This is an optimization exercise on Yosys and OpenROAD, whose aim is a short achievable clock period and few clock cycles, not a production implementation.
Only simulation tests tie the RTL to the original design; equivalence was not proved.
Power figures rest on the tool's default switching activity, not on a simulated workload.

==> build 56 <==
// vm16_core
module vm16_core (
    input  wire        clk,
    input  wire        rst,         
    output reg         mem_req,
    output reg         mem_we,
    output reg  [15:0] mem_addr,
    output reg  [15:0] mem_wdata,
    input  wire [15:0] mem_rdata,
    input  wire        mem_ready,
    input  wire        in_valid,
    input  wire [7:0]  in_data,
    output reg         in_ready,
    output reg         out_valid,
    output reg  [7:0]  out_data,
    input  wire        out_ready,
    output reg         halted
);
    localparam [15:0] RESET_PC = 16'h3000;
    localparam CB = 5;               
    localparam NE = 1 << CB;         
    localparam TW = 16 - CB;         
    localparam DW = 14;              
    localparam P_BR = 0, P_ADD = 1, P_LD = 2, P_ST = 3, P_JSR = 4, P_JSRR = 5,
               P_AND = 6, P_LDR = 7, P_STR = 8, P_NOT = 9, P_LDI = 10,
               P_STI = 11, P_JMP = 12, P_LEA = 13;
    localparam M_EX   = 0,    
               M_IND  = 1,    
               M_GETC = 2,    
  ...
clock: 8.0 ns
lec_check: 0
abc_clock_period_in_ps: 2500
cap_margin: 20
core_margin: 2
core_utilization: 25
place_density: 0.5
setup_slack_margin: 5
slew_margin: 20
run.sh (not shown) runs the stock make flow with config.mk's settings and CLKGATE_MAP_FILE= SYNTH_SCRIPT=/design/flow/synth_recipe.tcl, a recipe that flattens the netlist after the stock synthesis.
==> inputs of build 83, as changes to build 56 <==
--- a/flow/design.v
+++ b/flow/design.v
@@ -53,19 +53,23 @@
             predecode[P_STR]  = w[15:12] == 4'h7;
             predecode[P_NOT]  = w[15:12] == 4'h9;
             predecode[P_LDI]  = w[15:12] == 4'hA;
             predecode[P_STI]  = w[15:12] == 4'hB;
             predecode[P_JMP]  = w[15:12] == 4'hC;
             predecode[P_LEA]  = w[15:12] == 4'hE;
         end
     endfunction
-    function [15:0] reltgt(input [15:0] a1, input [15:0] w);
-        if (w[15:12] == 4'h4) reltgt = a1 + {{5{w[10]}}, w[10:0]};
-        else                  reltgt = a1 + {{7{w[8]}}, w[8:0]};
+    function [15:0] reltgt(input [15:0] a, input [15:0] w);
+        reg [16:0] s;
+        begin
+            if (w[15:12] == 4'h4) s = {a, 1'b1} + {{5{w[10]}}, w[10:0], 1'b1};
+            else                  s = {a, 1'b1} + {{7{w[8]}},  w[8:0],  1'b1};
+            reltgt = s[16:1];
+        end
     endfunction
     function [7:0] oh3(input [2:0] v);
         oh3 = 8'd1 << v;
     endfunction
     function [15:0] rsel(input [7:0] oh, input [127:0] r);
         integer q;
         begin
             rsel = 16'h0000;
@@ -108,16 +112,17 @@
     reg [1:0]    jrr;
     reg          k_jf;         
     wire [2:0]  dr   = ir[11:9];
     wire [2:0]  sr1  = ir[8:6];
     wire [2:0]  sr2  = ir[2:0];
     wire [15:0] imm5 = {{11{ir[4]}}, ir[4:0]};
     wire [15:0] off6 = {{10{ir[5]}}, ir[5:0]};
     wire [15:0] rd    = mem_rdata;
+    wire [15:0] maddr_c = mem_addr;
     wire [15:0] mar1  = mem_addr + 16'd1;
     wire done     = mem_req & mem_ready;
     wire portfree = ~mem_req | mem_ready;           
     wire ld_fly   = mem_req & k_load;               
     wire [127:0] rfv = {regs[7], regs[6], regs[5], regs[4], regs[3], regs[2], regs[1], regs[0]};
     wire [15:0] sr1_val = rsel(s1_oh, rfv);
     wire [15:0] sr2_val = rsel(s2_oh, rfv);
     wire [15:0] dr_val  = rsel(sd_oh, rfv);
@@ -169,26 +174,31 @@
         end
     wire hit_t = (|mt) & ~(mem_we & (tgt == mem_addr));
     wire hit_f = (|mf) & ~(mem_we & (fa == mem_addr));
     wire pf_t  = k_fetch & (mem_addr == tgt);
     wire pf_f  = k_fetch & (mem_addr == fa);
     reg          jhit;
     reg [15:0]   j_ir, j_tgt;
     integer k;
+    reg [7:0] jmr;
+    integer r;
     always @(*) begin
         jhit  = 1'b0;
         j_ir  = 16'h0000;
         j_tgt = 16'h0000;
-        for (k = 0; k < NJ; k = k + 1)
-            if (jv[k] && jpc[k] == sr1_val) begin
+        for (k = 0; k < NJ; k = k + 1) begin
+            for (r = 0; r < 8; r = r + 1)
+                jmr[r] = (jpc[k] == regs[r]);
+            if (jv[k] && (jmr & s1_oh) != 8'h00) begin
                 jhit  = 1'b1;
                 j_ir  = j_ir  | jir[k];
                 j_tgt = j_tgt | jtgt[k];
             end
+        end
         if (mem_we)
             jhit = 1'b0;
     end
     wire        need_f = mode[M_EX] & (~iv | adv);
     wire [15:0] fpc    = take_rel ? tgt : (take_jmp ? sr1_val : fa);
     wire [15:0] fpc1   = take_rel ? tgt + 16'd1 : (take_jmp ? sr1_val + 16'd1 : fa + 16'd1);
     wire        hit    = take_rel ? hit_t : (take_jmp ? jhit : hit_f);
     wire        pf     = take_rel ? pf_t  : (take_jmp ? 1'b0 : pf_f);
@@ -245,17 +255,17 @@
             if (done & k_load) begin
                 regs[ldr] <= rd;
                 cond      <= flags_of(rd);
             end
             if (done & k_jf) begin
                 jv[jrr]   <= 1'b1;
                 jpc[jrr]  <= mem_addr;
                 jir[jrr]  <= rd;
-                jtgt[jrr] <= reltgt(mar1, rd);
+                jtgt[jrr] <= reltgt(maddr_c, rd);
                 jrr       <= jrr + 2'd1;
             end
             if (need_f) begin
                 if (hit) begin
                     iv   <= 1'b1;
                     ir   <= c_ir;
                     s1_oh <= oh3(c_ir[8:6]);
                     s2_oh <= oh3(c_ir[2:0]);
@@ -267,17 +277,17 @@
                     fa   <= fpc1;
                 end else if (pf & mem_ready) begin
                     iv    <= 1'b1;
                     ir    <= rd;
                     s1_oh <= oh3(rd[8:6]);
                     s2_oh <= oh3(rd[2:0]);
                     sd_oh <= oh3(rd[11:9]);
                     dec   <= predecode(rd);
-                    tgt   <= reltgt(mar1, rd);
+                    tgt   <= reltgt(maddr_c, rd);
                     ipc   <= mem_addr;
                     ipc1  <= mar1;
                     fa    <= mar1;
                     fillp <= 1'b1;
                     if (~x_mem & ~x_srd) begin
                         mem_req  <= 1'b1;
                         mem_we   <= 1'b0;
                         mem_addr <= mar1;
- CAP_MARGIN: 20 -> 40
- CELL_PAD_IN_SITES_DETAIL_PLACEMENT: unset -> 1
- CELL_PAD_IN_SITES_GLOBAL_PLACEMENT: unset -> 2
- SLEW_MARGIN: 20 -> 40
==> inputs of trial 53, as changes to build 56 <==
--- a/flow/design.v
+++ b/flow/design.v
@@ -53,19 +53,23 @@
             predecode[P_STR]  = w[15:12] == 4'h7;
             predecode[P_NOT]  = w[15:12] == 4'h9;
             predecode[P_LDI]  = w[15:12] == 4'hA;
             predecode[P_STI]  = w[15:12] == 4'hB;
             predecode[P_JMP]  = w[15:12] == 4'hC;
             predecode[P_LEA]  = w[15:12] == 4'hE;
         end
     endfunction
-    function [15:0] reltgt(input [15:0] a1, input [15:0] w);
-        if (w[15:12] == 4'h4) reltgt = a1 + {{5{w[10]}}, w[10:0]};
-        else                  reltgt = a1 + {{7{w[8]}}, w[8:0]};
+    function [15:0] reltgt(input [15:0] a, input [15:0] w);
+        reg [16:0] s;
+        begin
+            if (w[15:12] == 4'h4) s = {a, 1'b1} + {{5{w[10]}}, w[10:0], 1'b1};
+            else                  s = {a, 1'b1} + {{7{w[8]}},  w[8:0],  1'b1};
+            reltgt = s[16:1];
+        end
     endfunction
     function [7:0] oh3(input [2:0] v);
         oh3 = 8'd1 << v;
     endfunction
     function [15:0] rsel(input [7:0] oh, input [127:0] r);
         integer q;
         begin
             rsel = 16'h0000;
@@ -108,16 +112,17 @@
     reg [1:0]    jrr;
     reg          k_jf;         
     wire [2:0]  dr   = ir[11:9];
     wire [2:0]  sr1  = ir[8:6];
     wire [2:0]  sr2  = ir[2:0];
     wire [15:0] imm5 = {{11{ir[4]}}, ir[4:0]};
     wire [15:0] off6 = {{10{ir[5]}}, ir[5:0]};
     wire [15:0] rd    = mem_rdata;
+    wire [15:0] maddr_c = mem_addr;
     wire [15:0] mar1  = mem_addr + 16'd1;
     wire done     = mem_req & mem_ready;
     wire portfree = ~mem_req | mem_ready;           
     wire ld_fly   = mem_req & k_load;               
     wire [127:0] rfv = {regs[7], regs[6], regs[5], regs[4], regs[3], regs[2], regs[1], regs[0]};
     wire [15:0] sr1_val = rsel(s1_oh, rfv);
     wire [15:0] sr2_val = rsel(s2_oh, rfv);
     wire [15:0] dr_val  = rsel(sd_oh, rfv);
@@ -169,26 +174,31 @@
         end
     wire hit_t = (|mt) & ~(mem_we & (tgt == mem_addr));
     wire hit_f = (|mf) & ~(mem_we & (fa == mem_addr));
     wire pf_t  = k_fetch & (mem_addr == tgt);
     wire pf_f  = k_fetch & (mem_addr == fa);
     reg          jhit;
     reg [15:0]   j_ir, j_tgt;
     integer k;
+    reg [7:0] jmr;
+    integer r;
     always @(*) begin
         jhit  = 1'b0;
         j_ir  = 16'h0000;
         j_tgt = 16'h0000;
-        for (k = 0; k < NJ; k = k + 1)
-            if (jv[k] && jpc[k] == sr1_val) begin
+        for (k = 0; k < NJ; k = k + 1) begin
+            for (r = 0; r < 8; r = r + 1)
+                jmr[r] = (jpc[k] == regs[r]);
+            if (jv[k] && (jmr & s1_oh) != 8'h00) begin
                 jhit  = 1'b1;
                 j_ir  = j_ir  | jir[k];
                 j_tgt = j_tgt | jtgt[k];
             end
+        end
         if (mem_we)
             jhit = 1'b0;
     end
     wire        need_f = mode[M_EX] & (~iv | adv);
     wire [15:0] fpc    = take_rel ? tgt : (take_jmp ? sr1_val : fa);
     wire [15:0] fpc1   = take_rel ? tgt + 16'd1 : (take_jmp ? sr1_val + 16'd1 : fa + 16'd1);
     wire        hit    = take_rel ? hit_t : (take_jmp ? jhit : hit_f);
     wire        pf     = take_rel ? pf_t  : (take_jmp ? 1'b0 : pf_f);
@@ -245,17 +255,17 @@
             if (done & k_load) begin
                 regs[ldr] <= rd;
                 cond      <= flags_of(rd);
             end
             if (done & k_jf) begin
                 jv[jrr]   <= 1'b1;
                 jpc[jrr]  <= mem_addr;
                 jir[jrr]  <= rd;
-                jtgt[jrr] <= reltgt(mar1, rd);
+                jtgt[jrr] <= reltgt(maddr_c, rd);
                 jrr       <= jrr + 2'd1;
             end
             if (need_f) begin
                 if (hit) begin
                     iv   <= 1'b1;
                     ir   <= c_ir;
                     s1_oh <= oh3(c_ir[8:6]);
                     s2_oh <= oh3(c_ir[2:0]);
@@ -267,17 +277,17 @@
                     fa   <= fpc1;
                 end else if (pf & mem_ready) begin
                     iv    <= 1'b1;
                     ir    <= rd;
                     s1_oh <= oh3(rd[8:6]);
                     s2_oh <= oh3(rd[2:0]);
                     sd_oh <= oh3(rd[11:9]);
                     dec   <= predecode(rd);
-                    tgt   <= reltgt(mar1, rd);
+                    tgt   <= reltgt(maddr_c, rd);
                     ipc   <= mem_addr;
                     ipc1  <= mar1;
                     fa    <= mar1;
                     fillp <= 1'b1;
                     if (~x_mem & ~x_srd) begin
                         mem_req  <= 1'b1;
                         mem_we   <= 1'b0;
                         mem_addr <= mar1;
- CAP_MARGIN: 20 -> 40
- CORE_UTILIZATION: 25 -> 30
- PLACE_DENSITY: 0.5 -> 0.6
- SLEW_MARGIN: 20 -> 40
==> results.txt <==
Synth Area in Compound Gates: build 56 0.0666; trial 53 0.0661; build 83 0.0661
Largest clock skew in the final design: build 56 0.131 ns; trial 53 0.118 ns; build 83 0.105 ns
Placer's final routability congestion estimate: build 56 0.964; trial 53 1.03; build 83 0.921
Share of the synthesized netlist area taken by xor and xnor gates: build 56 0.0848; trial 53 0.117; build 83 0.117
Met3 track demand over resource: build 56 0.0490; trial 53 0.0819; build 83 0.0379
Total power after layout: build 56 23.2 mW; trial 53 45.2 mW; build 83 45.2 mW
Post-synthesis mux area share: build 56 0.180; trial 53 0.170; build 83 0.170
TritonCTS Buffers: build 56 224; trial 53 210; build 83 238
Sequential fraction of the synthesis area: build 56 0.561; trial 53 0.531; build 83 0.531
Peak VDD IR: build 56 0.187 mV; trial 53 0.216 mV; build 83 0.207 mV
Layout buffering overhead excluding clock cells: build 56 0.131; trial 53 0.152; build 83 0.149
Number of nets produced by synthesis: build 56 7,081; trial 53 7,929; build 83 7,929
Run status: build 56 no timing/DRC/antenna violations; trial 53 no timing/DRC/antenna violations; build 83 no timing/DRC/antenna violations
Total of cells resized after clock tree synthesis: build 56 1,370; trial 53 1,302; build 83 1,165
Portion of the clock cycle consumed by the worst path in the final layout: build 56 0.545; trial 53 0.576; build 83 0.541
Critical path launch point: build 56 tgt[0]; trial 53 fa[14]; build 83 regs[7][15]
Routed wl met2: build 56 216 mm; trial 53 229 mm; build 83 276 mm
Testbench counts of build 56, summed over its fixed seeds: cycles 136,270.
Testbench counts of build 83, summed over its fixed seeds: cycles 136,270.
Testbench counts of trial 53, summed over its fixed seeds: cycles 136,270.

## afterwards: timing with drivers on the ports
The flow's constraints put no driver on any port. The routed layouts listed below were extracted and timed again, unchanged, in two steps. Step 1: set_driving_cell puts a clkbuf_16 on clk and a buf_2 on each other input, an assumption about the parent block. Step 2 moves the port delays by t, midway between the first and last clock arrival at a register: inputs arrive t later, outputs are due t later. That takes back most of the time a late clock gives input paths. Slacks: ideal ports / drivers / drivers and shift; pairs: ideal ports / drivers.
run | t (ns) | slack for setup (ns) | latest minus earliest clock arrival (ns)
build 56 | 1.005 | 3.640 / 3.640 / 2.913 | 0.151 / 0.151
build 83 | 1.059 | 3.671 / 3.671 / 3.088 | 0.116 / 0.116
trial 53 | 1.028 | 3.391 / 3.391 / 3.049 | 0.126 / 0.126
After both steps every run listed still meets setup and hold. For build 56, which loses most, drivers alone change the setup slack by 0.000 ns; drivers and shift together by -0.727 ns.
